What follows belongs to an exercise in optimizing a design on an open flow for small area, a short achievable clock period and few clock cycles; a production flow would make more cautious choices. Where RTL was checked, it was by simulation tests only, not by an equivalence proof against the original. No functional check of the RTL was part of runs 1 to 3. No activity file was given, so power comes from the tool's default toggle rates.

## constraint.sdc

```tcl
create_clock -name core_clock -period 14.0 [get_ports {clk}]
set_input_delay 2.8000 -clock core_clock [delete_from_list [all_inputs] [get_ports {clk}]]
set_output_delay 2.8000 -clock core_clock [all_outputs]
set_load 0.01 [all_outputs]
```

## run.sh

```bash
#!/bin/bash
# synth_recipe.tcl (not shown) runs the flow's synth.tcl, then flattens the netlist and writes it again
# the make line also repeats each setting of config.mk as NAME=value (left out here)
make -C /OpenROAD-flow-scripts/flow DESIGN_CONFIG=/design/flow/config.mk WORK_HOME=/design/flow/orfs CLKGATE_MAP_FILE= SYNTH_SCRIPT=/design/flow/synth_recipe.tcl finish
```

## design.v

```verilog
module sloth_modmul #(
    parameter W = 128,
    parameter K = 3
) (
    input  wire [W+1:0] ss,
    input  wire [W+1:0] sc,
    input  wire [K-1:0] a,
    input  wire [W:0]   b,
    input  wire [W-1:0] p,
    output wire [W+1:0] ss_o,
    output wire [W+1:0] sc_o
);
    function [K-1:0] qbits;
        input [K-1:0] s0, c0, b0, p0, av;
        integer jj;
        reg [K-1:0] t;
        begin
            t = s0 + c0;
            for (jj = 0; jj < K; jj = jj + 1) begin
                t = t + (av[jj] ? b0 : {K{1'b0}});
                qbits[jj] = t[0];
                t = (t + (t[0] ? p0 : {K{1'b0}})) >> 1;
            end
        end
    endfunction
    wire [K-1:0] q = qbits(ss[K-1:0], sc[K-1:0], b[K-1:0], p[K-1:0], a);
    wire [W+1:0] s_s [0:K];
    wire [W+1:0] s_c [0:K];
    assign s_s[0] = ss;
    assign s_c[0] = sc;
    genvar j;
    generate
        for (j = 0; j < K; j = j + 1) begin : g_step
            wire [W+2:0] x1 = {1'b0, s_s[j]};
            wire [W+2:0] x2 = {1'b0, s_c[j]};
            wire [W+2:0] x3 = {2'b0, b & {(W+1){a[j]}}};
            wire [W+2:0] u  = x1 ^ x2 ^ x3;
            wire [W+2:0] v  = {(x1 & x2) | (x1 & x3) | (x2 & x3), 1'b0};
            wire [W+2:0] y3 = {3'b0, p & {W{q[j]}}};
            wire [W+2:0] s2 = u ^ v ^ y3;
            wire [W+2:0] c2 = (u & v) | (u & y3) | (v & y3);
            assign s_s[j+1] = s2[W+2:1];
            assign s_c[j+1] = c2[W+1:0];
        end
    endgenerate
    assign ss_o = s_s[K];
    assign sc_o = s_c[K];
endmodule
module sloth_round_engine #(
    parameter W = 128
) (
    input  wire         clk,
    input  wire         rst,
    input  wire         start,
    input  wire         mode,
    input  wire [31:0]  rounds,
    input  wire [W-1:0] p,
    input  wire [W-1:0] x,
    output wire         ready,
    output reg          done,
    output wire [W-1:0] y,
    output reg          xr
);
    localparam K   = 3;
    localparam NIT = (W + K - 1) / K;    
    localparam NR  = NIT * K;
    localparam S_IDLE  = 4'd0;
    localparam S_INIT  = 4'd1;    
    localparam S_INIT2 = 4'd2;    
    localparam S_ROUND = 4'd3;    
    localparam S_R2    = 4'd4;    
    localparam S_DBL   = 4'd5;    
    localparam S_EXP   = 4'd6;    
    localparam S_MM    = 4'd7;    
    localparam S_CONV  = 4'd8;    
    localparam S_XLD   = 4'd9;    
    localparam S_DMX1  = 4'd10;   
    localparam S_DMX2  = 4'd11;   
    localparam OP_SQ  = 3'd0;
    localparam OP_MUL = 3'd1;
    localparam OP_OUT = 3'd2;
    localparam OP_RED = 3'd3;
    localparam OP_DSQ = 3'd4;
    reg [3:0]    state, nst;
    reg          rdy;
    reg          mode_r;
    reg [31:0]   rc;
    reg [W-1:0]  P;
    reg [W-1:0]  X;
    reg [W:0]    A;
    reg [W:0]    B;
    reg [W+1:0]  Ss, Sc;
    reg [7:0]    bl_r;        
    reg [6:0]    t_r;         
    reg [7:0]    n_r;         
    reg [6:0]    nit_r;       
    reg [6:0]    mm_cnt;      
    reg [8:0]    dbl_cnt;
    reg [6:0]    i_r;         
    reg [2:0]    op;
    reg          ph;          
    reg          big_r;       
    reg          e_r;         
    reg          f_mm, f_ux, f_u2x, f_ub, f_sub;
    assign ready = rdy;
    assign y     = X;
    function [7:0] bitlen;
        input [W-1:0] v;
        integer k;
        begin
            bitlen = 8'd0;
            for (k = 0; k < W; k = k + 1)
                if (v[k]) bitlen = k + 1;
        end
    endfunction
    function [6:0] tones;
        input [W-3:0] v;
        integer k;
        reg f;
        begin
            tones = 7'd0;
            f = 1'b1;
            for (k = 0; k < W - 2; k = k + 1) begin
                f = f & v[k];
                if (f) tones = k + 1;
            end
        end
    endfunction
    wire [7:0] nit_calc = (bl_r + 8'd2 + K - 1) / K;
    wire [7:0] n_calc   = nit_calc * K;
    wire [W-1:0] m_th;    
    wire [W-1:0] hi_th;   
    genvar g;
    generate
        for (g = 0; g < W; g = g + 1) begin : g_th
            assign m_th[g]  = (g < bl_r[7:1]);
            assign hi_th[g] = (g >= bl_r);
        end
    endgenerate
    wire [W-2:0] pk = {1'b0, P[W-1:2]};
    wire e_bit = (i_r > t_r) ? pk[i_r] : (i_r == t_r);
    wire [W+1:0] ss_n, sc_n;
    sloth_modmul #(.W(W), .K(K)) u_mm (
        .ss   (Ss),
        .sc   (Sc),
        .a    (A[K-1:0]),
        .b    (B),
        .p    (P),
        .ss_o (ss_n),
        .sc_o (sc_n)
    );
    wire [W:0]   u   = ({(W+1){f_ux}}  & {1'b0, X})
                     | ({(W+1){f_u2x}} & {X, 1'b0})
                     | ({(W+1){f_ub}}  & B);
    wire [W+1:0] np  = {(W+2){f_sub}} & ~{2'b00, P};
    wire [W+1:0] op1 = Ss | {1'b0, u};
    wire [W+1:0] op2 = Sc | np;
    wire [W+2:0] sum = {1'b0, op1} + {1'b0, op2} + {{(W+2){1'b0}}, f_sub};
    wire         ge  = sum[W+2];
    wire [W-1:0] red = ge ? sum[W-1:0] : u[W-1:0];
    wire [W:0] one = {{W{1'b0}}, 1'b1};
    always @(*) begin
        nst = state;
        case (state)
        S_IDLE:  if (start) nst = S_INIT;
        S_INIT:  nst = (rc == 32'd0) ? S_IDLE : S_INIT2;
        S_INIT2: nst = S_ROUND;
        S_ROUND: nst = S_R2;
        S_R2:    nst = big_r ? S_MM : S_DBL;
        S_DBL:   if (dbl_cnt == 9'd0) begin
                     if (!mode_r) nst = S_EXP;
                     else if (ph) nst = S_MM;
                 end
        S_EXP:   if (e_bit) nst = S_MM;
        S_MM:    if (mm_cnt == 7'd1) nst = S_CONV;
        S_CONV:  nst = (op == OP_SQ || op == OP_MUL) ? S_MM : S_XLD;
        S_XLD:   nst = (op == OP_RED) ? S_DBL :
                       (op == OP_DSQ) ? S_DMX1 :
                       (rc == 32'd1) ? S_IDLE : S_ROUND;
        S_DMX1:  nst = S_DMX2;
        S_DMX2:  nst = (rc == 32'd1) ? S_IDLE : S_ROUND;
        default: nst = S_IDLE;
        endcase
        if (rst) nst = S_IDLE;
    end
    always @(posedge clk) begin
        state <= nst;
        f_mm  <= (nst == S_MM);
        f_ux  <= (nst == S_INIT) || (nst == S_R2) || (nst == S_DMX2);
        f_u2x <= (nst == S_DBL);
        f_ub  <= (nst == S_XLD);
        f_sub <= (nst == S_INIT) || (nst == S_R2) || (nst == S_DMX2) ||
                 (nst == S_DBL) || (nst == S_XLD);
        e_r   <= e_bit;
        Ss    <= f_mm ? ss_n : {(W+2){1'b0}};
        Sc    <= f_mm ? sc_n : {(W+2){1'b0}};
        if (state != S_MM)
            mm_cnt <= (state == S_R2 && big_r) ? NIT[6:0] : nit_r;
        else
            mm_cnt <= mm_cnt - 1'b1;
        if (rst) begin
            rdy  <= 1'b1;
            done <= 1'b0;
        end else begin
            done <= 1'b0;
            case (state)
            S_IDLE: begin
                if (start) begin
                    rdy    <= 1'b0;
                    mode_r <= mode;
                    P      <= p;
                    X      <= x;
                    rc     <= rounds;
                end
            end
            S_INIT: begin
                bl_r <= bitlen(P);
                t_r  <= tones(P[W-1:2]);
                xr   <= ge;
                if (rc == 32'd0) begin
                    done <= 1'b1;
                    rdy  <= 1'b1;
                end
            end
            S_INIT2: begin
                nit_r <= nit_calc[6:0];
                n_r   <= n_calc;
                big_r <= |(X & hi_th);
            end
            S_ROUND: begin
                if (!mode_r)
                    X <= X ^ m_th;
            end
            S_R2: begin
                ph <= 1'b0;
                if (big_r) begin
                    A       <= {1'b0, X};
                    B       <= one;
                    op      <= OP_RED;
                    dbl_cnt <= mode_r ? NR : NR + n_r;
                end else begin
                    X       <= red;
                    dbl_cnt <= mode_r ? 9'd0 : {1'b0, n_r};
                end
            end
            S_DBL: begin
                if (dbl_cnt != 9'd0) begin
                    X       <= red;
                    dbl_cnt <= dbl_cnt - 1'b1;
                end else if (!mode_r) begin
                    i_r <= bl_r[6:0] - 7'd2;
                end else if (!ph) begin
                    A       <= {1'b0, X};
                    ph      <= 1'b1;
                    dbl_cnt <= {1'b0, n_r};
                end else begin
                    B  <= {1'b0, X};
                    op <= OP_DSQ;
                end
            end
            S_EXP: begin
                if (e_bit) begin
                    A <= {1'b0, X};
                    if (i_r == 7'd0) begin
                        B  <= one;
                        op <= OP_OUT;
                    end else begin
                        B   <= {1'b0, X};
                        op  <= OP_SQ;
                        i_r <= i_r - 1'b1;
                    end
                end else begin
                    i_r <= i_r - 1'b1;
                end
            end
            S_MM: begin
                A <= A >> K;
            end
            S_CONV: begin
                A <= sum[W:0];
                case (op)
                OP_SQ: begin
                    if (e_r) begin
                        B  <= {1'b0, X};
                        op <= OP_MUL;
                    end else if (i_r == 7'd0) begin
                        B  <= one;
                        op <= OP_OUT;
                    end else begin
                        B   <= sum[W:0];
                        i_r <= i_r - 1'b1;
                    end
                end
                OP_MUL: begin
                    if (i_r == 7'd0) begin
                        B  <= one;
                        op <= OP_OUT;
                    end else begin
                        B   <= sum[W:0];
                        op  <= OP_SQ;
                        i_r <= i_r - 1'b1;
                    end
                end
                default: begin
                    B <= sum[W:0];
                end
                endcase
            end
            S_XLD: begin
                X <= red;
                if (op != OP_RED && op != OP_DSQ) begin
                    rc    <= rc - 1'b1;
                    big_r <= 1'b0;
                    if (rc == 32'd1) begin
                        done <= 1'b1;
                        rdy  <= 1'b1;
                    end
                end
            end
            S_DMX1: begin
                X <= X ^ m_th;
            end
            S_DMX2: begin
                X     <= red;
                rc    <= rc - 1'b1;
                big_r <= 1'b0;
                if (rc == 32'd1) begin
                    done <= 1'b1;
                    rdy  <= 1'b1;
                end
            end
            default: ;
            endcase
        end
    end
endmodule
```

## config.mk

```make
export PLATFORM = sky130hd
export DESIGN_NAME = sloth_round_engine
export DESIGN_NICKNAME = sloth_round_engine
export VERILOG_FILES = /design/flow/design.v
export SDC_FILE = /design/flow/constraint.sdc
export NUM_CORES = 4
export LEC_CHECK = 0
export CAP_MARGIN = 20
export CORE_MARGIN = 2
export CORE_UTILIZATION = 40
export SLEW_MARGIN = 20
```

==> results of run 1 <==
==> sequential cells by signal (all words and copies together) (netlist names), 4 cells and up <==
signal,cells
A,129
B,129
P,128
Sc,130
Ss,130
X,128
bl_r,8
dbl_cnt,9
i_r,7
mm_cnt,7
n_r,8
nit_r,6
rc,32
state,4
t_r,7
==> layer usage <==
metal | global-route usage | routed length (um) | vias up
met5 | 0 | 84 | -
met4 | 0.288 | 35000 | 12
met3 | 0.0867 | 34500 | 1054
met2 | 0.511 | 147000 | 4074
met1 | 0.431 | 130000 | 34000
li1 | - | - | 28500
==> report_power, final <==
part	internal (mW)	switching [mW]	total [mW]	leakage, nW
logic	0.900	1.50	2.40	25.4
clock network	1.88	1.35	3.23	1.93
registers	2.89	0.225	3.11	7.77
==> cell families after synthesis <==
logic type      count (synthesis)  share of synthesized area
mux                           121                     0.0235
xor+xnor                      313                     0.0359
compound gates               1917                      0.166
simple gates                 2719                      0.175
buf+inv                      1291                     0.0636
fa+ha+maj                     946                      0.229
flops                         877                      0.306
==> final cells by class <==
class	count	area share
timing repair buffer	554	0.0601
multi-input combinational	6016	0.557
tap	2511	0.0359
sequential	877	0.269
inverter	760	0.0326
antenna	16	0.000457
clock inverter	70	0.0111
clock buffer	142	0.0343
==> worst max-delay path by stage <==
stage / cells past startpoint / slack [ns] / to
finish: 23 / 4.84 / X[14]$_DFFE_PP_
global route: 32 / 4.45 / n_r[7]$_DFFE_PP_
CTS: 31 / 5.20 / n_r[7]$_DFFE_PP_
global placement: 31 / 5.23 / n_r[7]$_DFFE_PP_
detailed placement: 31 / 5.25 / n_r[7]$_DFFE_PP_
floorplan: 2 / 0.39 / A[0]$_DFFE_PP_
==> stage by stage <==
step / area [um^2] / util / power (mW) / hold WS (ns)
floorplan: 76900 / - / 4.55 / 0.418
global placement: 83500 / 0.438 / 5.44 / 0.437
detailed placement: 83500 / 0.438 / 5.48 / 0.443
CTS: 87500 / 0.459 / 8.70 / 0.473
global route: 87600 / 0.460 / 9.05 / 0.512
finish: 87600 / 0.460 / 8.74 / 0.478
==> cells in the final DEF, fill, tap and decap left out, drive strengths merged, types with 216 or more instances in the layout <==
cell type        n
a21o           216
and2           668
nand2          980
edfxtp         598
o21ai          521
dfxtp          279
inv            765
nand3          223
xnor2          220
fa             774
nor2           313
a21oi          309
a22oi          303
clkdlybuf4s50  422
==> summary.md, run 1 <==
• **outcome** no timing/DRC/antenna violations
• **area growth from synthesis to final layout** 13.8%
• **share of flip-flops with an asynchronous set or reset** 0
• **Buf/Inv on CP** 5
• **Worst Clk Skew** 0.0543 ns
• **post-synth top area share** 0.233
• **# port buffers** 422
• **ports placed on the boundary** 423
• **vias in the first global route** 67200
• **cell taking the most area after synthesis** sky130_fd_sc_hd__edfxtp_1
• **Vert. Die Dim** 443 um
• **average wire per standard cell** 31.7 um
• **max-cap check violation count** 0
• **Max IR drop VDD** 115 uV
• **most frequent cell after synthesis** sky130_fd_sc_hd__nand2_1
• **cell count after synthesis** 8184
• **standard-cell rows** 160
• **number of routed nets with antenna violations** 0
• **nets@finish** 9558
• **type of origin of the critical path** flip-flop
• **clock tree buffer depth** 3
• **total vias in the final route** 67700
• **LEAKAGE** 35.1 nW
• **type of destination of the critical path** flip-flop
• **shortest clock period the worst path allows after layout** 9.16 ns
• **final worst-path cycle share** 0.654
• **setup repair after global routing missed its margin** false
• **highest fanout seen on the critical path** 54
• **Achievable Freq** 109 MHz
• **final hold violations** 0
• **Placed Instances** 10700
• **H-tree depth** 3
• **fin cells** 10900
• **endpoint with the worst hold slack** mm_cnt[0]$_DFF_P_
• **largest cells by area after synthesis** sky130_fd_sc_hd__edfxtp_1, sky130_fd_sc_hd__fa_1, sky130_fd_sc_hd__dfxtp_1, sky130_fd_sc_hd__and2_1, sky130_fd_sc_hd__nand2_1
• **capture instance of the worst register-to-register path** X[14]$_DFFE_PP_
• **wire length of the first global-routing pass** 494000 um
• **total congestion overflow** 0
• **sequential area share after synthesis** 0.306
• **number of resized instances in the post-cts repair step** 0
• **cell with the largest stage delay on the worst path** sky130_fd_sc_hd__a311oi_1
• **Worst EP required** 14.57 ns
• **Max-slew headroom** 0.0589
• **largest net degree at the start of global routing** 130
• **Total Routed Length** 347000 um
• **# fillers** 18300
• **detailed-router iteration count before antenna repair** 9
• **fin worst setup slack** 4.84 ns
• **Cells on Worst Hold Path** 1
• **cell repeated most along the worst path** sky130_fd_sc_hd__buf_4
• **number of pins with negative max-slew slack in the final report** 0
• **number of synthesized flops with an enable pin** 598
• **clock transition time at the flip-flop clock pins of the worst setup and hold paths** 0.07 ns
• **starting density of the core** 0.404
• **CTS sink count** 877
• **HPWL after detailed placement** 264000 um
• **number of buffers created by CTS** 111
• **startpoint-to-endpoint class of the critical path** reg2reg
• **r2r worst-path depth** 23
• **delay-heaviest family, CP** compound AO/OA/AOI/OAI gates
• **area of the mapped netlist** 76900 um^2
• **core box area** 191000 um^2
• **pre-CTS setup slack** 5.25 ns
• **actual transition at the worst max-transition pin** 1.40 ns
• **net count after synthesis** 9422
• **Total GRT Usage** 0.348
• **Synth Flop Type** sky130_fd_sc_hd__edfxtp_1
• **via density per instance** 6.18
• **TritonCTS clock tree** yes
• **worst min path class** reg2reg
• **power per unit of standard cell area** 99.7 nW/um^2
• **arrival time worst endpoint** 9.73 ns
• **initial antenna violation count** 23
• **clock latency (worst-skew pair)** 0.83 ns
• **Worst setup startpoint** f_u2x$_DFF_P_
• **mean instance size in the synthesized netlist** 9.40 um^2
• **weighted congestion at the end of routability-driven global placement** 1.14
• **count of hold-fix buffers inserted at cts** 0
• **total of warnings raised by yosys** 2
• **commonest cells in the synthesized netlist** sky130_fd_sc_hd__nand2_1, sky130_fd_sc_hd__fa_1, sky130_fd_sc_hd__inv_1, sky130_fd_sc_hd__and2_1, sky130_fd_sc_hd__edfxtp_1
• **cell breakdown of the critical path** buf_4 -> nand2_1 -> nand2_1 -> or2_2 -> ha_1 -> a21o_1 -> a21o_1 -> a2111oi_0 -> o31ai_1 -> nand2_1 -> a31oi_1 -> a221o_1 -> a311oi_1 -> nor3_1 -> a21oi_1 -> buf_4 -> o41ai_1 -> o21ai_4 -> buf_4 -> clkinv_2 -> buf_4 -> mux2i_1 -> a221o_1
• **Die Wd** 443 um
• **final count of negative-setup-slack endpoints** 0
• **origin of the worst min-delay path** mm_cnt[0]$_DFF_P_
• **area taken by flip-flops and latches** 23600 um^2
• **DR iter-0 viols** 9398
• **clk root buf** sky130_fd_sc_hd__clkbuf_16
• **Post-CTS Setup Inserts** 0
• **worst flop-to-flop path startpoint** f_u2x$_DFF_P_
• **total area of multi-input combinational cells** 48800 um^2
• **fraction of final layout cells sized beyond drive strength 1** 0.0657
• **DRC violations left** 0
• **number of distinct standard cells referenced by the synthesized netlist** 98
• **setup TNS** 0 ns
• **worst reg-to-reg setup slack** 4.84 ns
• **die area** 196000 um^2
• **stage delay of the slowest cell on the critical path** 0.93 ns
• **count of state elements after synthesis** 877
==> run 2: changes to the inputs <==
--- a/design.v
+++ b/design.v
@@ -63,3 +63,3 @@
 );
-    localparam K   = 3;
+    localparam K   = 4;
     localparam NIT = (W + K - 1) / K;    
==> summary.md, run 2 <==
• **weighted congestion at the end of routability-driven global placement** 1.03
• **most common library cell in the layout ignoring fill and taps** sky130_fd_sc_hd__nand2_1
• **clock transition time at the flip-flop clock pins of the worst setup and hold paths** 0.06 ns
• **largest registers ranked by flip-flop count** Sc x130, Ss x130
• **power per unit of standard cell area** 95.9 nW/um^2
• **outcome** no timing/DRC/antenna violations
• **actual transition at the worst max-transition pin** 1.31 ns
• **dominant combinational cell family by area after synthesis** adder cells
• **number of buffers created by CTS** 112
• **wire length of the first global-routing pass** 488000 um
• **number of routed nets with antenna violations** 0
• **pre-CTS setup slack** 4.83 ns
• **average wire per standard cell** 29.9 um
• **via density per instance** 5.96
• **DRC violations left** 0
• **Die Wd** 455 um
• **final count of negative-setup-slack endpoints** 0
• **highest fanout seen on the critical path** 68
• **overall power after layout** 8.78 mW
• **share of the core filled with cells in the final layout** 0.453
• **clk root buf** sky130_fd_sc_hd__clkbuf_16
• **share of synthesized cell area in full adder, half adder and majority cells** 0.280
• **setup TNS** 0 ns
• **Post-CTS Setup Inserts** 0
• **Total GRT Usage** 0.325
• **# port buffers** 422
• **total of warnings raised by yosys** 2
• **nets@finish** 9951
• **net count after synthesis** 9846
• **clock tree buffer depth** 3
• **cell breakdown of the critical path** buf_4 -> and2_1 -> fa_4 -> buf_4 -> and2_1 -> fa_1 -> ha_4 -> nand2_1 -> fa_1 -> inv_1 -> ha_4 -> o21ai_0 -> xnor2_1 -> xnor2_1 -> xnor3_4 -> buf_4 -> and2_1 -> fa_1 -> and2_1
• **cell with the largest stage delay on the worst path** sky130_fd_sc_hd__xnor3_4
• **HPWL after detailed placement** 262000 um
• **max-cap check violation count** 0
• **vias in the first global route** 67900
• **number of resized instances in the post-cts repair step** 0
• **Worst Clk Skew** 0.0631 ns
• **die area** 207000 um^2
• **starting density of the core** 0.402
• **# fillers** 19400
• **final worst-path cycle share** 0.641
• **Achievable Freq** 111 MHz
• **count of state elements after synthesis** 870
• **type of origin of the critical path** flip-flop
• **area of the mapped netlist** 81200 um^2
• **mean instance size in the synthesized netlist** 9.71 um^2
• **type of destination of the critical path** flip-flop
• **Worst EP required** 14.65 ns
• **number of synthesized flops with an enable pin** 591
• **Max IR drop VDD** 103 uV
• **detailed-router iteration count before antenna repair** 8
• **post-synth top area share** 0.255
• **H-tree depth** 3
• **Max-slew headroom** 0.120
• **number of pins with negative max-slew slack in the final report** 0
• **share of flip-flops with an asynchronous set or reset** 0
• **most frequent cell after synthesis** sky130_fd_sc_hd__nand2_1
• **fraction of synthesized cell area in xor and xnor cells** 0.0335
• **number of distinct standard cells referenced by the synthesized netlist** 94
• **DR iter-0 viols** 7966
• **sequential area share after synthesis** 0.287
• **mux share of post-synthesis cell area** 0.0267
• **cell taking the most area after synthesis** sky130_fd_sc_hd__fa_1
• **Synth Flop Type** sky130_fd_sc_hd__edfxtp_1
• **LEAKAGE** 35.9 nW
• **shortest clock period the worst path allows after layout** 8.97 ns
• **largest net degree at the start of global routing** 126
• **TritonCTS clock tree** yes
• **initial antenna violation count** 11
• **largest cells by area after synthesis** sky130_fd_sc_hd__fa_1, sky130_fd_sc_hd__edfxtp_1, sky130_fd_sc_hd__dfxtp_1, sky130_fd_sc_hd__nand2_1, sky130_fd_sc_hd__and2_1
• **stage delay of the slowest cell on the critical path** 0.91 ns
• **share of the synthesized area in compound gates (AO/OA/AOI/OAI)** 0.150
• **Vert. Die Dim** 455 um
• **startpoint-to-endpoint class of the critical path** reg2reg
• **cell repeated most along the worst path** sky130_fd_sc_hd__and2_1
• **count of hold-fix buffers inserted at cts** 0
• **Buf/Inv on CP** 4
• **delay-heaviest family, CP** adder cells
• **fin worst setup slack** 5.03 ns
• **area share of and/or/nand/nor cells after synthesis** 0.162
• **final hold violations** 0
• **core box area** 202000 um^2
• **standard-cell rows** 165
• **Total Routed Length** 336000 um
• **commonest cells in the synthesized netlist** sky130_fd_sc_hd__nand2_1, sky130_fd_sc_hd__fa_1, sky130_fd_sc_hd__inv_1, sky130_fd_sc_hd__and2_1, sky130_fd_sc_hd__edfxtp_1
• **fraction of final layout cells sized beyond drive strength 1** 0.0576
• **total congestion overflow** 0
• **worst min path class** reg2reg
• **total vias in the final route** 67100
• **area growth from synthesis to final layout** 12.8%
• **ports placed on the boundary** 423
• **arrival time worst endpoint** 9.62 ns
• **setup repair after global routing missed its margin** false
• **CTS sink count** 870
• **clock latency (worst-skew pair)** 0.81 ns
• **commonest cells after routing, fill and taps aside** sky130_fd_sc_hd__nand2_1, sky130_fd_sc_hd__fa_1, sky130_fd_sc_hd__inv_1
• **cell count after synthesis** 8359
[run 2: cell count changes after synthesis, sizes merged, moves of 19 or more]
| cell | delta |
|---|---|
| fa | +259 |
| xor2 | +26 |
| xnor2 | -31 |
| clkbuf | +30 |
| a31oi | -20 |
| nor2 | -35 |
| a21oi | -59 |
| mux2i | +23 |
| nand3 | -138 |
| nand2 | +216 |
| o21ai | +61 |
| o21a | -26 |
| or2 | -19 |
[run 2: path summary, 6_finish.rpt]
check / startpoint / endpoint / slack (ns) / depth (start not counted)
worst min register to register: nit_r[6]$_DFFE_PP_ / mm_cnt[6]$_DFF_P_ / 0.49 / 2
worst min-delay path: nit_r[6]$_DFFE_PP_ / mm_cnt[6]$_DFF_P_ / 0.49 / 2
worst max register to register: A[0]$_DFFE_PP_ / Ss[4]$_SDFF_PN0_ / 5.03 / 19
worst max-delay path: A[0]$_DFFE_PP_ / Ss[4]$_SDFF_PN0_ / 5.03 / 19
[run 2: cell families after synthesis]
logic type | after synthesis
buffers and inverters | 1292
XOR/XNOR | 309
adder cells (fa/ha/maj) | 1195
multiplexers | 156
flip-flops | 870
AO/OA/AOI/OAI | 1831
AND/OR/NAND/NOR | 2706
[run 2: metrics by stage]
step	std cells	hold WS [ns]	instance area, um^2
after floorplan	8359	0.418	81200
after global placement	11000	0.459	87700
after detailed placement	11000	0.461	87700
after CTS	11200	0.484	91500
after global routing	11200	0.504	91500
final	11200	0.489	91600
[run 2: power breakdown]
group / internal, mW / total [mW] / switching [mW]
combinational: 1.03 / 2.62 / 1.59
clock: 1.73 / 3.03 / 1.30
sequential: 2.87 / 3.13 / 0.261
[run 2: final cells by class]
cell class / instances / area (um^2) / share of cell area
Antenna cell: 7 / 17.5 / 0.000191
Clock buffer: 158 / 3250 / 0.0355
Clock inverter: 54 / 505 / 0.00552
Inverter: 744 / 2800 / 0.0306
Multi-Input combinational cell: 6197 / 53200 / 0.581
Sequential cell: 870 / 23400 / 0.255
Tap cell: 2672 / 3340 / 0.0365
Timing Repair Buffer: 539 / 5140 / 0.0561
[run 2: tightest hold or removal path: cells and delay by family, from the launching register on]
family / cells / cell delay [ns]
flops: 1 / 0.34
simple gates: 1 / 0.05
compound gates: 1 / 0.06
[run 2: layer usage]
metal,GRT usage,wire length (um),vias up
met5,0,61,-
met4,0.226,28800,10
met3,0.0519,26300,763
met2,0.495,149000,3350
met1,0.424,132000,34200
li1,-,-,28700
==> run 3: changes to the inputs <==
--- a/design.v
+++ b/design.v
@@ -63,3 +63,3 @@
 );
-    localparam K   = 4;
+    localparam K   = 3;
     localparam NIT = (W + K - 1) / K;    
@@ -71,4 +71,4 @@
     localparam S_R2    = 4'd4;    
-    localparam S_DBL   = 4'd5;    
-    localparam S_EXP   = 4'd6;    
+    localparam S_R3    = 4'd5;    
+    localparam S_DBL   = 4'd6;    
     localparam S_MM    = 4'd7;    
@@ -78,7 +78,8 @@
     localparam S_DMX2  = 4'd11;   
-    localparam OP_SQ  = 3'd0;
-    localparam OP_MUL = 3'd1;
-    localparam OP_OUT = 3'd2;
-    localparam OP_RED = 3'd3;
-    localparam OP_DSQ = 3'd4;
+    localparam OP_SQ   = 3'd0;
+    localparam OP_MUL  = 3'd1;
+    localparam OP_FMUL = 3'd2;
+    localparam OP_OUT  = 3'd3;
+    localparam OP_RED  = 3'd4;
+    localparam OP_DSQ  = 3'd5;
     reg [3:0]    state, nst;
@@ -93,3 +94,2 @@
     reg [7:0]    bl_r;        
-    reg [6:0]    t_r;         
     reg [7:0]    n_r;         
@@ -103,3 +103,3 @@
     reg          e_r;         
-    reg          f_mm, f_ux, f_u2x, f_ub, f_sub;
+    reg          f_mm, f_ux, f_uh, f_u2x, f_ub, f_sub;
     assign ready = rdy;
@@ -115,15 +115,2 @@
     endfunction
-    function [6:0] tones;
-        input [W-3:0] v;
-        integer k;
-        reg f;
-        begin
-            tones = 7'd0;
-            f = 1'b1;
-            for (k = 0; k < W - 2; k = k + 1) begin
-                f = f & v[k];
-                if (f) tones = k + 1;
-            end
-        end
-    endfunction
     wire [7:0] nit_calc = (bl_r + 8'd2 + K - 1) / K;
@@ -131,3 +118,2 @@
     wire [W-1:0] m_th;    
-    wire [W-1:0] hi_th;   
     genvar g;
@@ -135,8 +121,7 @@
         for (g = 0; g < W; g = g + 1) begin : g_th
-            assign m_th[g]  = (g < bl_r[7:1]);
-            assign hi_th[g] = (g >= bl_r);
+            assign m_th[g] = (g < bl_r[7:1]);
         end
     endgenerate
-    wire [W-2:0] pk = {1'b0, P[W-1:2]};
-    wire e_bit = (i_r > t_r) ? pk[i_r] : (i_r == t_r);
+    wire [W-3:0] pk = P[W-1:2];
+    wire e_bit = pk[i_r];
     wire [W+1:0] ss_n, sc_n;
@@ -152,2 +137,3 @@
     wire [W:0]   u   = ({(W+1){f_ux}}  & {1'b0, X})
+                     | ({(W+1){f_uh}}  & {2'b0, X[W-1:1]})
                      | ({(W+1){f_u2x}} & {X, 1'b0})
@@ -168,10 +154,7 @@
         S_ROUND: nst = S_R2;
-        S_R2:    nst = big_r ? S_MM : S_DBL;
-        S_DBL:   if (dbl_cnt == 9'd0) begin
-                     if (!mode_r) nst = S_EXP;
-                     else if (ph) nst = S_MM;
-                 end
-        S_EXP:   if (e_bit) nst = S_MM;
+        S_R2:    nst = S_R3;
+        S_R3:    nst = big_r ? S_MM : S_DBL;
+        S_DBL:   if (dbl_cnt == 9'd0 && (!mode_r || ph)) nst = S_MM;
         S_MM:    if (mm_cnt == 7'd1) nst = S_CONV;
-        S_CONV:  nst = (op == OP_SQ || op == OP_MUL) ? S_MM : S_XLD;
+        S_CONV:  nst = (op == OP_SQ || op == OP_MUL || op == OP_FMUL) ? S_MM : S_XLD;
         S_XLD:   nst = (op == OP_RED) ? S_DBL :
@@ -188,7 +171,8 @@
         f_mm  <= (nst == S_MM);
-        f_ux  <= (nst == S_INIT) || (nst == S_R2) || (nst == S_DMX2);
+        f_ux  <= (nst == S_INIT) || (nst == S_R3) || (nst == S_DMX2);
+        f_uh  <= (nst == S_R2);
         f_u2x <= (nst == S_DBL);
         f_ub  <= (nst == S_XLD);
-        f_sub <= (nst == S_INIT) || (nst == S_R2) || (nst == S_DMX2) ||
-                 (nst == S_DBL) || (nst == S_XLD);
+        f_sub <= (nst == S_INIT) || (nst == S_R2) || (nst == S_R3) ||
+                 (nst == S_DMX2) || (nst == S_DBL) || (nst == S_XLD);
         e_r   <= e_bit;
@@ -197,5 +181,11 @@
         if (state != S_MM)
-            mm_cnt <= (state == S_R2 && big_r) ? NIT[6:0] : nit_r;
+            mm_cnt <= (state == S_R3 && big_r) ? NIT[6:0] : nit_r;
         else
             mm_cnt <= mm_cnt - 1'b1;
+        if (state == S_MM)
+            A <= A >> K;
+        else if (state == S_CONV)
+            A <= sum[W:0];
+        else
+            A <= {1'b0, X};
         if (rst) begin
@@ -217,3 +207,2 @@
                 bl_r <= bitlen(P);
-                t_r  <= tones(P[W-1:2]);
                 xr   <= ge;
@@ -227,3 +216,2 @@
                 n_r   <= n_calc;
-                big_r <= |(X & hi_th);
             end
@@ -234,5 +222,7 @@
             S_R2: begin
+                big_r <= ge;
+            end
+            S_R3: begin
                 ph <= 1'b0;
                 if (big_r) begin
-                    A       <= {1'b0, X};
                     B       <= one;
@@ -250,18 +240,10 @@
                 end else if (!mode_r) begin
-                    i_r <= bl_r[6:0] - 7'd2;
-                end else if (!ph) begin
-                    A       <= {1'b0, X};
-                    ph      <= 1'b1;
-                    dbl_cnt <= {1'b0, n_r};
-                end else begin
-                    B  <= {1'b0, X};
-                    op <= OP_DSQ;
-                end
-            end
-            S_EXP: begin
-                if (e_bit) begin
-                    A <= {1'b0, X};
-                    if (i_r == 7'd0) begin
-                        B  <= one;
-                        op <= OP_OUT;
+                    if (bl_r[7:2] == 6'd0) begin
+                        if (bl_r[0]) begin
+                            B  <= {1'b0, X};
+                            op <= OP_FMUL;
+                        end else begin
+                            B  <= one;
+                            op <= OP_OUT;
+                        end
                     end else begin
@@ -269,13 +251,13 @@
                         op  <= OP_SQ;
-                        i_r <= i_r - 1'b1;
+                        i_r <= bl_r[6:0] - 7'd4;
                     end
+                end else if (!ph) begin
+                    B       <= {1'b0, X};
+                    ph      <= 1'b1;
+                    dbl_cnt <= {1'b0, n_r};
                 end else begin
-                    i_r <= i_r - 1'b1;
+                    op <= OP_DSQ;
                 end
             end
-            S_MM: begin
-                A <= A >> K;
-            end
             S_CONV: begin
-                A <= sum[W:0];
                 case (op)
@@ -286,4 +268,4 @@
                     end else if (i_r == 7'd0) begin
-                        B  <= one;
-                        op <= OP_OUT;
+                        B  <= {1'b0, X};
+                        op <= OP_FMUL;
                     end else begin
@@ -295,4 +277,4 @@
                     if (i_r == 7'd0) begin
-                        B  <= one;
-                        op <= OP_OUT;
+                        B  <= {1'b0, X};
+                        op <= OP_FMUL;
                     end else begin
@@ -303,2 +285,6 @@
                 end
+                OP_FMUL: begin
+                    B  <= one;
+                    op <= OP_OUT;
+                end
                 default: begin
@@ -311,4 +297,3 @@
                 if (op != OP_RED && op != OP_DSQ) begin
-                    rc    <= rc - 1'b1;
-                    big_r <= 1'b0;
+                    rc <= rc - 1'b1;
                     if (rc == 32'd1) begin
@@ -323,5 +308,4 @@
             S_DMX2: begin
-                X     <= red;
-                rc    <= rc - 1'b1;
-                big_r <= 1'b0;
+                X  <= red;
+                rc <= rc - 1'b1;
                 if (rc == 32'd1) begin
==> flow/run.sh (new file) <==
#!/bin/bash
# Standard layout, with the resizer asked for more setup slack than the
# period needs (same clock and constraints).
set -euo pipefail
export SETUP_SLACK_MARGIN=9
bash standard.sh > standard_flow.log 2>&1
==> standard.sh (new file) <==
#!/bin/bash
# synth_recipe.tcl (not shown) runs the flow's synth.tcl, then flattens the netlist and writes it again
# the make line also repeats each setting of config.mk as NAME=value (left out here)
make -C /OpenROAD-flow-scripts/flow DESIGN_CONFIG=/design/flow/config.mk WORK_HOME=/design/flow/orfs CLKGATE_MAP_FILE= SYNTH_SCRIPT=/design/flow/synth_recipe.tcl "${@:-finish}"
removed: run.sh
==> summary.md, run 3 <==
• **Die Wd** 433 um
• **nets@finish** 9796
• **wire length of the first global-routing pass** 473000 um
• **number of synthesized flops with an enable pin** 462
• **total congestion overflow** 0
• **most frequent cell after synthesis** sky130_fd_sc_hd__nand2_1
• **fin cells** 11100
• **count of state elements after synthesis** 871
• **CTS sink count** 871
• **average wire per standard cell** 31.0 um
• **vias in the first global route** 66300
• **number of pins with negative max-slew slack in the final report** 158
• **final hold violations** 0
• **Max-slew headroom** -0.0611
• **net count after synthesis** 9184
• **Cells on Worst Hold Path** 2
• **weighted congestion at the end of routability-driven global placement** 1.01
• **worst flop-to-flop path startpoint** bl_r[3]$_SDFFCE_PP0P_
• **# fillers** 16300
• **Worst EP required** 14.54 ns
• **clk root buf** sky130_fd_sc_hd__clkbuf_16
• **count of hold-fix buffers inserted at cts** 0
• **core box area** 183000 um^2
• **max-cap check violation count** 1
• **post-placement cell area** 80000 um^2
• **overall power after layout** 11.2 mW
• **H-tree depth** 3
• **endpoint with the worst hold slack** A[1]$_DFF_P_
• **cell with the largest stage delay on the worst path** sky130_fd_sc_hd__edfxtp_1
• **share of the core filled with cells in the final layout** 0.527
• **area of the mapped netlist** 73600 um^2
• **outcome** failed layout checks
• **final worst-path cycle share** 0.417
• **commonest cells after routing, fill and taps aside** sky130_fd_sc_hd__nand2_1, sky130_fd_sc_hd__inv_1, sky130_fd_sc_hd__fa_1
• **hold slack final** 0.428 ns
• **number of routed nets with antenna violations** 0
• **post-synth top area share** 0.210
• **type of destination of the critical path** flip-flop
• **DRC violations left** 0
• **number of distinct standard cells referenced by the synthesized netlist** 91
• **final count of negative-setup-slack endpoints** 0
• **initial antenna violation count** 22
• **largest cells by area after synthesis** sky130_fd_sc_hd__fa_1, sky130_fd_sc_hd__edfxtp_1, sky130_fd_sc_hd__dfxtp_1, sky130_fd_sc_hd__and2_1, sky130_fd_sc_hd__nand2_1
• **actual transition at the worst max-transition pin** 1.59 ns
• **largest registers ranked by flip-flop count** Sc x130, Ss x130
• **TritonCTS clock tree** yes
• **LEAKAGE** 39.5 nW
• **worst min path class** reg2reg
• **arrival time worst endpoint** 6.37 ns
• **commonest cells in the synthesized netlist** sky130_fd_sc_hd__nand2_1, sky130_fd_sc_hd__fa_1, sky130_fd_sc_hd__inv_1, sky130_fd_sc_hd__and2_1, sky130_fd_sc_hd__edfxtp_1
• **via density per instance** 6.19
• **stage delay of the slowest cell on the critical path** 0.48 ns
• **ports placed on the boundary** 423
• **Vert. Die Dim** 433 um
• **most common library cell in the layout ignoring fill and taps** sky130_fd_sc_hd__nand2_1
• **capture instance of the worst register-to-register path** n_r[7]$_DFFE_PP_
• **total of warnings raised by yosys** 2
• **pre-CTS setup slack** 6.21 ns
• **sequential area share after synthesis** 0.300
• **worst reg-to-reg setup slack** 8.16 ns
• **setup repair after global routing missed its margin** true
• **DR iter-0 viols** 10000
• **Placed Instances** 10400
• **Total GRT Usage** 0.348
• **HPWL after detailed placement** 222000 um
• **standard-cell rows** 157
• **clock latency (worst-skew pair)** 0.83 ns
• **# port buffers** 422
• **clock tree buffer depth** 3
• **detailed-router iteration count before antenna repair** 10
• **clock transition time at the flip-flop clock pins of the worst setup and hold paths** 0.07 ns
• **cell count after synthesis** 7959
• **type of origin of the critical path** flip-flop
• **mean instance size in the synthesized netlist** 9.25 um^2
• **Synth Flop Type** sky130_fd_sc_hd__edfxtp_1
• **number of buffers created by CTS** 111
• **die area** 188000 um^2
• **r2r worst-path depth** 29
• **origin of the worst min-delay path** A[4]$_DFF_P_
• **largest net degree at the start of global routing** 132
• **cell area after layout** 96500 um^2
• **Total Routed Length** 346000 um
• **power per unit of standard cell area** 116 nW/um^2
• **Violated Checks** capacitance limit, slew limit
• **starting density of the core** 0.402
• **setup TNS** 0 ns
• **Max IR drop VDD** 106 uV
• **startpoint-to-endpoint class of the critical path** reg2reg
• **cell taking the most area after synthesis** sky130_fd_sc_hd__fa_1
• **share of flip-flops with an asynchronous set or reset** 0
• **total vias in the final route** 69000
• **Achievable Freq** 171 MHz
• **fraction of final layout cells sized beyond drive strength 1** 0.236
• **Worst Clk Skew** 0.0574 ns
• **shortest clock period the worst path allows after layout** 5.84 ns
• **fin worst setup slack** 8.16 ns
• **highest fanout seen on the critical path** 6
• **area growth from synthesis to final layout** 31.1%
==> run 3: layer usage <==
| layer | up-vias | track usage | part of all wire |
|---|---|---|---|
| li1 | 28500 | - | - |
| met1 | 34200 | 0.431 | 0.35 |
| met2 | 4918 | 0.511 | 0.42 |
| met3 | 1355 | 0.101 | 0.12 |
| met4 | 12 | 0.265 | 0.10 |
| met5 | - | 0 | 0.00034 |
==> run 3: worst max path at each step <==
stage                                      from  slack (ns)               end  cells past startpoint
after global placement            f_u2x$_DFF_P_        6.33   X[85]$_DFFE_PP_                     20
after detailed placement          f_u2x$_DFF_P_        6.21   X[50]$_DFFE_PP_                     20
after global routing      bl_r[3]$_SDFFCE_PP0P_        8.04  n_r[7]$_DFFE_PP_                     29
after CTS                 bl_r[3]$_SDFFCE_PP0P_        8.32  n_r[7]$_DFFE_PP_                     29
after floorplan                           start        8.48    X[0]$_DFFE_PP_                      3
final                     bl_r[3]$_SDFFCE_PP0P_        8.16  n_r[7]$_DFFE_PP_                     29
==> run 3: cell type report <==
class                           instances  area [um^2]  area share
Timing Repair inverter                  3         51.3    0.000531
Tap cell                             2464         3080      0.0319
Timing Repair Buffer                  981        11700       0.121
Multi-Input combinational cell       5876        52900       0.548
Inverter                              727         2760      0.0286
Clock inverter                         55          703     0.00728
Clock buffer                          157         3210      0.0332
Sequential cell                       871        22100       0.229
Antenna cell                           14         35.0    0.000363
==> run 3: worst max-delay path, delay by kind of cell, from the launching register on <==
family	cells	cell delay [ns]
multiplexers	1	0.28
flip-flops	1	0.48
AO/OA/AOI/OAI	12	1.90
XOR/XNOR	2	0.33
buffers and inverters	4	0.41
AND/OR/NAND/NOR	5	0.76
adder cells (fa/ha/maj)	5	1.38
==> run 3: report_power, final <==
group | switching (mW) | total [mW] | internal (mW)
logic | 2.76 | 4.91 | 2.14
registers | 0.291 | 3.17 | 2.88
clock network | 1.33 | 3.16 | 1.83
==> run 3: what timing repair did <==
action	4_1_cts	5_1_grt
setup endpoints to repair	762	501
gates cloned	48	32
resized for setup	642	1050
pin swaps	338	466
buffers inserted	259	147
==> run 3: cell families after synthesis <==
family | after synthesis | synth area share
AO/OA/AOI/OAI | 1700 | 0.157
XOR/XNOR | 314 | 0.0373
adder cells (fa/ha/maj) | 935 | 0.238
buffers and inverters | 1213 | 0.0623
flip-flops | 871 | 0.300
multiplexers | 60 | 0.0151
AND/OR/NAND/NOR | 2866 | 0.191
==> run 4: changes to the inputs <==
--- a/design.v
+++ b/design.v
@@ -1,4 +1,18 @@
+module sloth_csa #(
+    parameter N = 8
+) (
+    input  wire [N-1:0] x,
+    input  wire [N-1:0] y,
+    input  wire [N-1:0] z,
+    input  wire         cin,     
+    output wire [N-1:0] s,
+    output wire [N-1:0] c
+);
+    wire [N-1:0] mj = (x & y) | (x & z) | (y & z);
+    assign s = x ^ y ^ z;
+    assign c = {mj[N-2:0], cin};
+endmodule
 module sloth_modmul #(
     parameter W = 128,
-    parameter K = 3
+    parameter K = 4
 ) (
@@ -6,2 +20,3 @@
     input  wire [W+1:0] sc,
+    input  wire         sk,
     input  wire [K-1:0] a,
@@ -9,40 +24,37 @@
     input  wire [W-1:0] p,
+    input  wire [K-1:0] mp,
     output wire [W+1:0] ss_o,
-    output wire [W+1:0] sc_o
+    output wire [W+1:0] sc_o,
+    output wire         sk_o
 );
-    function [K-1:0] qbits;
-        input [K-1:0] s0, c0, b0, p0, av;
-        integer jj;
-        reg [K-1:0] t;
-        begin
-            t = s0 + c0;
-            for (jj = 0; jj < K; jj = jj + 1) begin
-                t = t + (av[jj] ? b0 : {K{1'b0}});
-                qbits[jj] = t[0];
-                t = (t + (t[0] ? p0 : {K{1'b0}})) >> 1;
-            end
-        end
-    endfunction
-    wire [K-1:0] q = qbits(ss[K-1:0], sc[K-1:0], b[K-1:0], p[K-1:0], a);
-    wire [W+1:0] s_s [0:K];
-    wire [W+1:0] s_c [0:K];
-    assign s_s[0] = ss;
-    assign s_c[0] = sc;
-    genvar j;
-    generate
-        for (j = 0; j < K; j = j + 1) begin : g_step
-            wire [W+2:0] x1 = {1'b0, s_s[j]};
-            wire [W+2:0] x2 = {1'b0, s_c[j]};
-            wire [W+2:0] x3 = {2'b0, b & {(W+1){a[j]}}};
-            wire [W+2:0] u  = x1 ^ x2 ^ x3;
-            wire [W+2:0] v  = {(x1 & x2) | (x1 & x3) | (x2 & x3), 1'b0};
-            wire [W+2:0] y3 = {3'b0, p & {W{q[j]}}};
-            wire [W+2:0] s2 = u ^ v ^ y3;
-            wire [W+2:0] c2 = (u & v) | (u & y3) | (v & y3);
-            assign s_s[j+1] = s2[W+2:1];
-            assign s_c[j+1] = c2[W+1:0];
-        end
-    endgenerate
-    assign ss_o = s_s[K];
-    assign sc_o = s_c[K];
+    localparam N = W + 7;    
+    wire [3:0] y4 = ss[3:0] + sc[3:0] + {3'b000, sk}
+                  + (a[0] ? b[3:0] : 4'd0)
+                  + (a[1] ? {b[2:0], 1'b0} : 4'd0)
+                  + (a[2] ? {b[1:0], 2'b0} : 4'd0)
+                  + (a[3] ? {b[0], 3'b0} : 4'd0);
+    wire [7:0] qm = y4 * mp;
+    wire [3:0] q  = qm[3:0];
+    wire [N-1:0] es  = {{(N-W-2){1'b0}}, ss};
+    wire [N-1:0] ec  = {{(N-W-2){1'b0}}, sc};
+    wire [N-1:0] ab0 = {{(N-W-1){1'b0}}, b & {(W+1){a[0]}}};
+    wire [N-1:0] ab1 = {{(N-W-2){1'b0}}, b & {(W+1){a[1]}}, 1'b0};
+    wire [N-1:0] ab2 = {{(N-W-3){1'b0}}, b & {(W+1){a[2]}}, 2'b0};
+    wire [N-1:0] ab3 = {{(N-W-4){1'b0}}, b & {(W+1){a[3]}}, 3'b0};
+    wire [N-1:0] qp0 = {{(N-W){1'b0}},   p & {W{q[0]}}};
+    wire [N-1:0] qp1 = {{(N-W-1){1'b0}}, p & {W{q[1]}}, 1'b0};
+    wire [N-1:0] qp2 = {{(N-W-2){1'b0}}, p & {W{q[2]}}, 2'b0};
+    wire [N-1:0] qp3 = {{(N-W-3){1'b0}}, p & {W{q[3]}}, 3'b0};
+    wire [N-1:0] a1, a2, a3, a4, b1, b2, c1, c2, d1, d2, e1, e2, f1, f2, x1, x2;
+    sloth_csa #(.N(N)) u_l1a (.x(es),  .y(ec),  .z(ab0), .cin(sk),   .s(a1), .c(a2));
+    sloth_csa #(.N(N)) u_l1b (.x(ab1), .y(ab2), .z(ab3), .cin(1'b0), .s(a3), .c(a4));
+    sloth_csa #(.N(N)) u_l2  (.x(a1),  .y(a2),  .z(a3),  .cin(1'b0), .s(b1), .c(b2));
+    sloth_csa #(.N(N)) u_l3  (.x(b1),  .y(b2),  .z(a4),  .cin(1'b0), .s(c1), .c(c2));
+    sloth_csa #(.N(N)) u_l4  (.x(c1),  .y(c2),  .z(qp0), .cin(1'b0), .s(d1), .c(d2));
+    sloth_csa #(.N(N)) u_l5  (.x(d1),  .y(d2),  .z(qp1), .cin(1'b0), .s(e1), .c(e2));
+    sloth_csa #(.N(N)) u_l6  (.x(e1),  .y(e2),  .z(qp2), .cin(1'b0), .s(f1), .c(f2));
+    sloth_csa #(.N(N)) u_l7  (.x(f1),  .y(f2),  .z(qp3), .cin(1'b0), .s(x1), .c(x2));
+    assign ss_o = x1[W+5:4];
+    assign sc_o = x2[W+5:4];
+    assign sk_o = |x1[3:0];
 endmodule
@@ -63,3 +75,3 @@
 );
-    localparam K   = 3;
+    localparam K   = 4;
     localparam NIT = (W + K - 1) / K;    
@@ -93,2 +105,4 @@
     reg [W+1:0]  Ss, Sc;
+    reg          Sk;
+    reg [K-1:0]  mp_r;        
     reg [7:0]    bl_r;        
@@ -115,3 +129,12 @@
     endfunction
-    wire [7:0] nit_calc = (bl_r + 8'd2 + K - 1) / K;
+    function [6:0] nit_of;
+        input [7:0] b;
+        integer k;
+        begin
+            nit_of = 7'd0;
+            for (k = 0; k <= W; k = k + 1)
+                if (b == k) nit_of = (k + 2 + K - 1) / K;
+        end
+    endfunction
+    wire [6:0] nit_calc = nit_of(bl_r);
     wire [7:0] n_calc   = nit_calc * K;
@@ -127,2 +150,3 @@
     wire [W+1:0] ss_n, sc_n;
+    wire         sk_n;
     sloth_modmul #(.W(W), .K(K)) u_mm (
@@ -130,2 +154,3 @@
         .sc   (Sc),
+        .sk   (Sk),
         .a    (A[K-1:0]),
@@ -133,5 +158,19 @@
         .p    (P),
+        .mp   (mp_r),
         .ss_o (ss_n),
-        .sc_o (sc_n)
+        .sc_o (sc_n),
+        .sk_o (sk_n)
     );
+    function [K-1:0] mprime;
+        input [K-1:0] v;
+        integer k;
+        reg [2*K-1:0] t;
+        begin
+            mprime = {K{1'b0}};
+            for (k = 0; k < (1 << K); k = k + 1) begin
+                t = v * k + 1;
+                if (t[K-1:0] == {K{1'b0}}) mprime = k;
+            end
+        end
+    endfunction
     wire [W:0]   u   = ({(W+1){f_ux}}  & {1'b0, X})
@@ -143,3 +182,3 @@
     wire [W+1:0] op2 = Sc | np;
-    wire [W+2:0] sum = {1'b0, op1} + {1'b0, op2} + {{(W+2){1'b0}}, f_sub};
+    wire [W+2:0] sum = {1'b0, op1} + {1'b0, op2} + {{(W+2){1'b0}}, f_sub | Sk};
     wire         ge  = sum[W+2];
@@ -180,2 +219,3 @@
         Sc    <= f_mm ? sc_n : {(W+2){1'b0}};
+        Sk    <= f_mm & sk_n;
         if (state != S_MM)
@@ -207,2 +247,3 @@
                 bl_r <= bitlen(P);
+                mp_r <= mprime(P[K-1:0]);
                 xr   <= ge;
@@ -214,3 +255,3 @@
             S_INIT2: begin
-                nit_r <= nit_calc[6:0];
+                nit_r <= nit_calc;
                 n_r   <= n_calc;
--- a/config.mk
+++ b/config.mk
@@ -7,5 +7,5 @@
 export LEC_CHECK = 0
-export CAP_MARGIN = 20
+export CAP_MARGIN = 40
 export CORE_MARGIN = 2
 export CORE_UTILIZATION = 40
-export SLEW_MARGIN = 20
+export SLEW_MARGIN = 40
==> summary.md, run 4 <==
• **final count of negative-setup-slack endpoints** 0
• **cell with the largest stage delay on the worst path** sky130_fd_sc_hd__dfxtp_4
• **Die Wd** 459 um
• **ports placed on the boundary** 423
• **TritonCTS clock tree** yes
• **logic depth of the worst setup path including buffers** 44
• **commonest cells after routing, fill and taps aside** sky130_fd_sc_hd__and2_1, sky130_fd_sc_hd__inv_1, sky130_fd_sc_hd__fa_1
• **Worst Clk Skew** 0.0627 ns
• **area growth from synthesis to final layout** 25.8%
• **setup repair after global routing missed its margin** true
• **standard-cell rows** 166
• **clock latency (worst-skew pair)** 0.86 ns
• **HPWL after detailed placement** 259000 um
• **number of distinct standard cells referenced by the synthesized netlist** 84
• **Worst EP required** 14.56 ns
• **Max IR drop VDD** 127 uV
• **Achievable Freq** 175 MHz
• **cell count after synthesis** 8865
• **die area** 210000 um^2
• **final hold violations** 0
• **clock transition time at the flip-flop clock pins of the worst setup and hold paths** 0.07 ns
• **part of the total power dissipated in combinational logic** 0.574
• **commonest cells in the synthesized netlist** sky130_fd_sc_hd__and2_1, sky130_fd_sc_hd__fa_1, sky130_fd_sc_hd__inv_1, sky130_fd_sc_hd__nand2_1, sky130_fd_sc_hd__clkbuf_1
• **core box area** 205000 um^2
• **cell repeated most along the worst path** sky130_fd_sc_hd__buf_6
• **area taken by flip-flops and latches** 22000 um^2
• **post-synth top area share** 0.250
• **# port buffers** 422
• **pre-CTS setup slack** 6.20 ns
• **number of buffers created by CTS** 114
• **Total Routed Length** 410000 um
• **H-tree depth** 3
• **startpoint-to-endpoint class of the critical path** reg2reg
• **type of destination of the critical path** flip-flop
• **setup TNS** 0 ns
• **number of pins with negative max-slew slack in the final report** 0
• **most common library cell in the layout ignoring fill and taps** sky130_fd_sc_hd__and2_1
• **endpoint with the worst hold slack** A[62]$_DFF_P_
• **Clk pwr share** 0.221
• **fraction of final layout cells sized beyond drive strength 1** 0.156
• **sequential group share of total power** 0.204
• **DR iter-0 viols** 11100
• **sequential area share after synthesis** 0.266
• **hold slack final** 0.438 ns
• **worst reg-to-reg setup slack** 8.28 ns
• **Pint** 8.45 mW
• **power spent charging and discharging nets** 6.44 mW
• **via density per instance** 6.16
• **detailed-router iteration count before antenna repair** 8
• **wire length of the first global-routing pass** 544000 um
• **area of the mapped netlist** 82700 um^2
• **Max-slew headroom** 0.290
• **total area of multi-input combinational cells** 58000 um^2
• **shortest clock period the worst path allows after layout** 5.72 ns
• **net count after synthesis** 10400
• **nets@finish** 11000
• **capture instance of the worst register-to-register path** X[66]$_DFFE_PP_
• **average wire per standard cell** 33.3 um
• **switching power share of the total** 0.433
• **type of origin of the critical path** flip-flop
• **total vias in the final route** 75900
• **total congestion overflow** 0
• **clk root buf** sky130_fd_sc_hd__clkbuf_16
• **most frequent cell after synthesis** sky130_fd_sc_hd__and2_1
• **power per unit of standard cell area** 143 nW/um^2
• **CTS sink count** 868
• **vias in the first global route** 73600
• **worst flop-to-flop path startpoint** f_u2x$_DFF_P_
• **# fillers** 18700
• **largest cells by area after synthesis** sky130_fd_sc_hd__fa_1, sky130_fd_sc_hd__edfxtp_1, sky130_fd_sc_hd__dfxtp_1, sky130_fd_sc_hd__and2_1, sky130_fd_sc_hd__inv_1
• **Total GRT Usage** 0.360
• **stage delay of the slowest cell on the critical path** 0.43 ns
• **overall power after layout** 14.9 mW
• **r2r worst-path depth** 44
• **clock tree buffer depth** 3
• **actual transition at the worst max-transition pin** 1.06 ns
• **DRC violations left** 0
• **total of warnings raised by yosys** 1
• **Buf/Inv on CP** 40
• **largest net degree at the start of global routing** 130
• **arrival time worst endpoint** 6.29 ns
• **count of state elements after synthesis** 868
• **worst min path class** reg2reg
• **share of flip-flops with an asynchronous set or reset** 0
• **Worst setup startpoint** f_u2x$_DFF_P_
• **mean instance size in the synthesized netlist** 9.33 um^2
• **Vert. Die Dim** 459 um
• **largest registers ranked by flip-flop count** Sc x130, Ss x130
• **delay-heaviest family, CP** buffers and inverters
• **final worst-path cycle share** 0.409
• **origin of the worst min-delay path** A[66]$_DFF_P_
• **starting density of the core** 0.403
• **highest fanout seen on the critical path** 7
• **outcome** no timing/DRC/antenna violations
• **weighted congestion at the end of routability-driven global placement** 1.01
• **LEAKAGE** 44.5 nW
• **Cells on Worst Hold Path** 1
• **number of routed nets with antenna violations** 0
• **cell taking the most area after synthesis** sky130_fd_sc_hd__fa_1
• **max-cap check violation count** 0
• **number of synthesized flops with an enable pin** 458
• **fin worst setup slack** 8.28 ns
• **initial antenna violation count** 47
• **count of hold-fix buffers inserted at cts** 0
• **Synth Flop Type** sky130_fd_sc_hd__edfxtp_1
==> run 4: repair_timing <==
action                                  in CTS  in global routing
pin swaps                                   73                405
resized for setup                          465                457
gates cloned                                53                 48
endpoints found under the setup margin     631                506
buffers inserted                           280                125
==> run 4: worst max path at each step <==
stage	end	slack, ns
floorplan	P[0]$_DFFE_PP_	8.75
global placement	X[46]$_DFFE_PP_	6.25
detailed placement	X[26]$_DFFE_PP_	6.20
CTS	X[46]$_DFFE_PP_	8.46
global route	X[66]$_DFFE_PP_	8.28
finish	X[66]$_DFFE_PP_	8.28
==> run 4: through the flow <==
step / std cells / cell area, um^2 / utilization
6_report: 12300 / 104000 / 0.508
5_1_grt: 12300 / 104000 / 0.507
4_1_cts: 12100 / 99600 / 0.486
3_5_place_dp: 11500 / 89500 / 0.436
3_3_place_gp: 11500 / 89200 / 0.435
2_1_floorplan: 8865 / 82800 / -
==> run 4: cells by family after synthesis <==
family | Yosys count | share of synthesized area
multiplexers | 173 | 0.0251
flip-flops | 868 | 0.266
AO/OA/AOI/OAI | 1740 | 0.143
buffers and inverters | 1568 | 0.0726
adder cells (fa/ha/maj) | 1214 | 0.278
XOR/XNOR | 294 | 0.0311
AND/OR/NAND/NOR | 3008 | 0.185
==> run 4: power groups by stage <==
stage | logic, mW | registers (mW) | clock network [mW]
floorplan | 5.22 | 2.98 | 0
global placement | 6.96 | 3.12 | 0
detailed placement | 7.15 | 3.12 | 0
CTS | 7.83 | 3.04 | 3.31
global route | 9.65 | 3.05 | 3.40
finish | 8.55 | 3.04 | 3.30
==> run 4: final cells by class <==
cell class | count | share of cell area
Antenna cell | 49 | 0.00118
Clock buffer | 146 | 0.0306
Sequential cell | 868 | 0.211
Timing Repair inverter | 1 | 0.000192
Tap cell | 2688 | 0.0323
Timing Repair Buffer | 1043 | 0.122
Inverter | 1014 | 0.0368
Clock inverter | 72 | 0.00860
Multi-Input combinational cell | 6430 | 0.557
==> run 4: layer usage <==
layer / share of wire / vias up / GRT usage
met5: 0.00055 / - / 0
met4: 0.10 / 22 / 0.266
met1: 0.35 / 38000 / 0.445
met3: 0.12 / 1573 / 0.0966
met2: 0.42 / 5452 / 0.540
li1: - / 30800 / -
Testbench counts of run 4, summed over its fixed seeds: cycles 68,602.
==> run 5: changes to the inputs <==
==> run.sh (new file) <==
#!/bin/bash
# synth_recipe.tcl (not shown) runs the flow's synth.tcl, then flattens the netlist and writes it again
# the make line also repeats each setting of config.mk as NAME=value (left out here)
make -C /OpenROAD-flow-scripts/flow DESIGN_CONFIG=/design/flow/config.mk WORK_HOME=/design/flow/orfs CLKGATE_MAP_FILE= SYNTH_SCRIPT=/design/flow/synth_recipe.tcl finish
--- a/config.mk
+++ b/config.mk
@@ -7,5 +7,5 @@
 export LEC_CHECK = 0
-export CAP_MARGIN = 40
+export CAP_MARGIN = 20
 export CORE_MARGIN = 2
 export CORE_UTILIZATION = 40
-export SLEW_MARGIN = 40
+export SLEW_MARGIN = 20
removed: flow/run.sh
removed: standard.sh
==> summary.md, run 5 <==
• **r2r worst-path depth** 21
• **cell count after synthesis** 8865
• **TritonCTS clock tree** yes
• **max-cap check violation count** 0
• **Synth Flop Type** sky130_fd_sc_hd__edfxtp_1
• **largest net degree at the start of global routing** 110
• **Max IR drop VDD** 140 uV
• **DRC violations left** 0
• **Total Routed Length** 345000 um
• **total of warnings raised by yosys** 1
• **worst reg-to-reg setup slack** 5.95 ns
• **highest fanout seen on the critical path** 42
• **hold slack final** 0.432 ns
• **area taken by flip-flops and latches** 22000 um^2
• **area of the mapped netlist** 82700 um^2
• **standard-cell rows** 166
• **H-tree depth** 3
• **wire length of the first global-routing pass** 499000 um
• **clock latency (worst-skew pair)** 0.82 ns
• **die area** 210000 um^2
• **total vias in the final route** 69300
• **endpoint with the worst hold slack** A[24]$_DFF_P_
• **# port buffers** 422
• **origin of the worst min-delay path** A[28]$_DFF_P_
• **total congestion overflow** 0
• **actual transition at the worst max-transition pin** 1.26 ns
• **# fillers** 19700
• **DR iter-0 viols** 7422
• **type of destination of the critical path** flip-flop
• **sequential area share after synthesis** 0.266
• **vias in the first global route** 70400
• **core box area** 205000 um^2
• **number of routed nets with antenna violations** 0
• **worst flop-to-flop path startpoint** f_ub$_DFF_P_
• **largest registers ranked by flip-flop count** Sc x130, Ss x130
• **power per unit of standard cell area** 145 nW/um^2
• **average wire per standard cell** 29.3 um
• **number of distinct standard cells referenced by the synthesized netlist** 84
• **post-synth top area share** 0.250
• **count of hold-fix buffers inserted at cts** 0
• **detailed-router iteration count before antenna repair** 7
• **number of synthesized flops with an enable pin** 458
• **Max-slew headroom** 0.154
• **outcome** no timing/DRC/antenna violations
• **number of pins with negative max-slew slack in the final report** 0
• **final count of negative-setup-slack endpoints** 0
• **fin worst setup slack** 5.95 ns
• **nets@finish** 10500
• **final hold violations** 0
• **Pint** 7.76 mW
• **mean instance size in the synthesized netlist** 9.33 um^2
• **count of state elements after synthesis** 868
• **final worst-path cycle share** 0.575
• **most frequent cell after synthesis** sky130_fd_sc_hd__and2_1
• **net count after synthesis** 10400
• **fraction of final layout cells sized beyond drive strength 1** 0.0588
• **initial antenna violation count** 12
• **worst min path class** reg2reg
• **Vert. Die Dim** 459 um
• **Total GRT Usage** 0.325
• **startpoint-to-endpoint class of the critical path** reg2reg
• **HPWL after detailed placement** 262000 um
• **commonest cells after routing, fill and taps aside** sky130_fd_sc_hd__and2_1, sky130_fd_sc_hd__fa_1, sky130_fd_sc_hd__inv_1
• **number of buffers created by CTS** 115
• **Post-CTS Setup Inserts** 0
• **total area of multi-input combinational cells** 55000 um^2
• **shortest clock period the worst path allows after layout** 8.05 ns
• **power spent charging and discharging nets** 5.75 mW
• **type of origin of the critical path** flip-flop
• **Worst Clk Skew** 0.0468 ns
• **commonest cells in the synthesized netlist** sky130_fd_sc_hd__and2_1, sky130_fd_sc_hd__fa_1, sky130_fd_sc_hd__inv_1, sky130_fd_sc_hd__nand2_1, sky130_fd_sc_hd__clkbuf_1
• **cell area after layout** 93400 um^2
• **starting density of the core** 0.403
• **overall power after layout** 13.5 mW
• **CTS sink count** 868
• **Cells on Worst Hold Path** 2
• **post-placement cell area** 89200 um^2
• **via density per instance** 5.89
• **Placed Instances** 11500
• **share of flip-flops with an asynchronous set or reset** 0
• **sequential group share of total power** 0.227
• **Clk pwr share** 0.242
• **Worst EP required** 14.53 ns
• **LEAKAGE** 40.3 nW
• **clock transition time at the flip-flop clock pins of the worst setup and hold paths** 0.07 ns
• **part of the total power dissipated in combinational logic** 0.531
• **setup repair after global routing missed its margin** false
• **share of the core filled with cells in the final layout** 0.456
• **clk root buf** sky130_fd_sc_hd__clkbuf_16
• **area growth from synthesis to final layout** 12.9%
• **switching power share of the total** 0.425
• **capture instance of the worst register-to-register path** X[116]$_DFFE_PP_
• **number of resized instances in the post-cts repair step** 0
• **setup TNS** 0 ns
• **largest cells by area after synthesis** sky130_fd_sc_hd__fa_1, sky130_fd_sc_hd__edfxtp_1, sky130_fd_sc_hd__dfxtp_1, sky130_fd_sc_hd__and2_1, sky130_fd_sc_hd__inv_1
• **ports placed on the boundary** 423
• **Achievable Freq** 124 MHz
• **weighted congestion at the end of routability-driven global placement** 1.00
• **cell taking the most area after synthesis** sky130_fd_sc_hd__fa_1
• **pre-CTS setup slack** 6.20 ns
• **arrival time worst endpoint** 8.58 ns
• **Die Wd** 459 um
• **clock tree buffer depth** 3
• **most common library cell in the layout ignoring fill and taps** sky130_fd_sc_hd__and2_1
• **fin cells** 11800
-- run 5: cell counts after synthesis --
No cell type changed its count.
-- run 5: cell families after synthesis --
| group | count (synthesis) | synth area share |
|---|---|---|
| and+or+nand+nor | 3008 | 0.185 |
| buffers and inverters | 1568 | 0.0726 |
| adders and majority gates | 1214 | 0.278 |
| muxes | 173 | 0.0251 |
| DFF | 868 | 0.266 |
| xor gates and xnor gates | 294 | 0.0311 |
| AOI/OAI and AO/OA | 1740 | 0.143 |
-- run 5: metal layers --
layer / part of all wire / wire, um / vias up / global-route usage
li1: - / - / 29800 / -
met1: 0.38 / 133000 / 35100 / 0.410
met2: 0.45 / 154000 / 3686 / 0.504
met3: 0.092 / 31600 / 775 / 0.0693
met4: 0.078 / 26900 / 4 / 0.212
met5: 0.000075 / 26 / - / 0
-- run 5: worst max path at each step --
stage,start,to,slack (ns),depth (start not counted)
3_3_place_gp,f_sub$_DFF_P_,X[96]$_DFFE_PP_,6.38,18
4_1_cts,f_sub$_DFF_P_,X[116]$_DFFE_PP_,6.17,18
2_1_floorplan,rst,P[0]$_DFFE_PP_,5.00,2
6_report,f_ub$_DFF_P_,X[116]$_DFFE_PP_,5.95,21
3_5_place_dp,f_sub$_DFF_P_,X[116]$_DFFE_PP_,6.20,18
5_1_grt,f_sub$_DFF_P_,X[116]$_DFFE_PP_,5.85,18
-- run 5: area by class of cell --
cell class                      count  share of cell area
Inverter                         1014              0.0407
Clock inverter                     67             0.00841
Tap cell                         2688              0.0360
Timing Repair Buffer              541              0.0555
Sequential cell                   868               0.235
Multi-Input combinational cell   6429               0.589
Antenna cell                       12            0.000321
Clock buffer                      153              0.0349
-- run 5: worst max-delay path: stages (launching register included) --
cell and delay, ns:
sky130_fd_sc_hd__dfxtp_4 0.57, sky130_fd_sc_hd__buf_4 0.68, sky130_fd_sc_hd__buf_4 0.66, sky130_fd_sc_hd__a22oi_1 0.14, sky130_fd_sc_hd__nand2_1 0.13, sky130_fd_sc_hd__or2_2 0.11
sky130_fd_sc_hd__ha_1 0.27, sky130_fd_sc_hd__a21o_1 0.18, sky130_fd_sc_hd__a21oi_1 0.19, sky130_fd_sc_hd__o21ai_0 0.20, sky130_fd_sc_hd__or3b_2 0.54, sky130_fd_sc_hd__o21a_1 0.26
sky130_fd_sc_hd__o21ai_1 0.17, sky130_fd_sc_hd__buf_4 0.21, sky130_fd_sc_hd__a211oi_1 0.22, sky130_fd_sc_hd__o211a_1 0.38, sky130_fd_sc_hd__or2_1 0.27, sky130_fd_sc_hd__a311oi_4 0.29
sky130_fd_sc_hd__buf_4 0.67, sky130_fd_sc_hd__buf_4 0.79, sky130_fd_sc_hd__mux2i_1 0.35, sky130_fd_sc_hd__o221ai_1 0.15
-- run 5: power groups by stage --
stage / logic (mW) / registers (mW) / clock network (mW)
after floorplan: 5.22 / 2.99 / 0
after global placement: 6.95 / 3.11 / 0
after detailed placement: 7.16 / 3.12 / 0
after CTS: 7.25 / 3.06 / 3.31
after global routing: 8.35 / 3.08 / 3.39
final: 7.17 / 3.07 / 3.27

-- separate check: timing with driven ports --
Ports are ideal in the flow. The routed layouts listed here were re-timed in OpenROAD. Step 1, drivers: a clkbuf_16 drives clk and a buf_2 each remaining input, both assumed. Step 2 adds t to the input delays and takes it off the output delays; t is the mean of the earliest and latest rising clock arrival at the registers after step 1. Input paths then give back, and output paths get back, about the clock's delay inside the block. a / b / c = no drivers / after step 1 / after step 2; a / b = the first two.
| run | t (ns) | slack for setup (ns) | worst data-port slew with drivers (ns) |
|---|---|---|---|
| run 1 | 0.902 | 4.838 / 4.838 / 4.838 | 0.09 |
| run 2 | 0.877 | 5.031 / 5.031 / 5.031 | 0.08 |
| run 3 | 0.893 | 8.165 / 8.165 / 8.165 | 0.06 |
| run 4 | 0.932 | 8.277 / 8.277 / 8.207 | 0.13 |
| run 5 | 0.889 | 5.951 / 5.951 / 5.951 | 0.12 |
The setup slack of run 4, which loses most, moves by 0.000 ns with the drivers and by -0.070 ns with both steps.
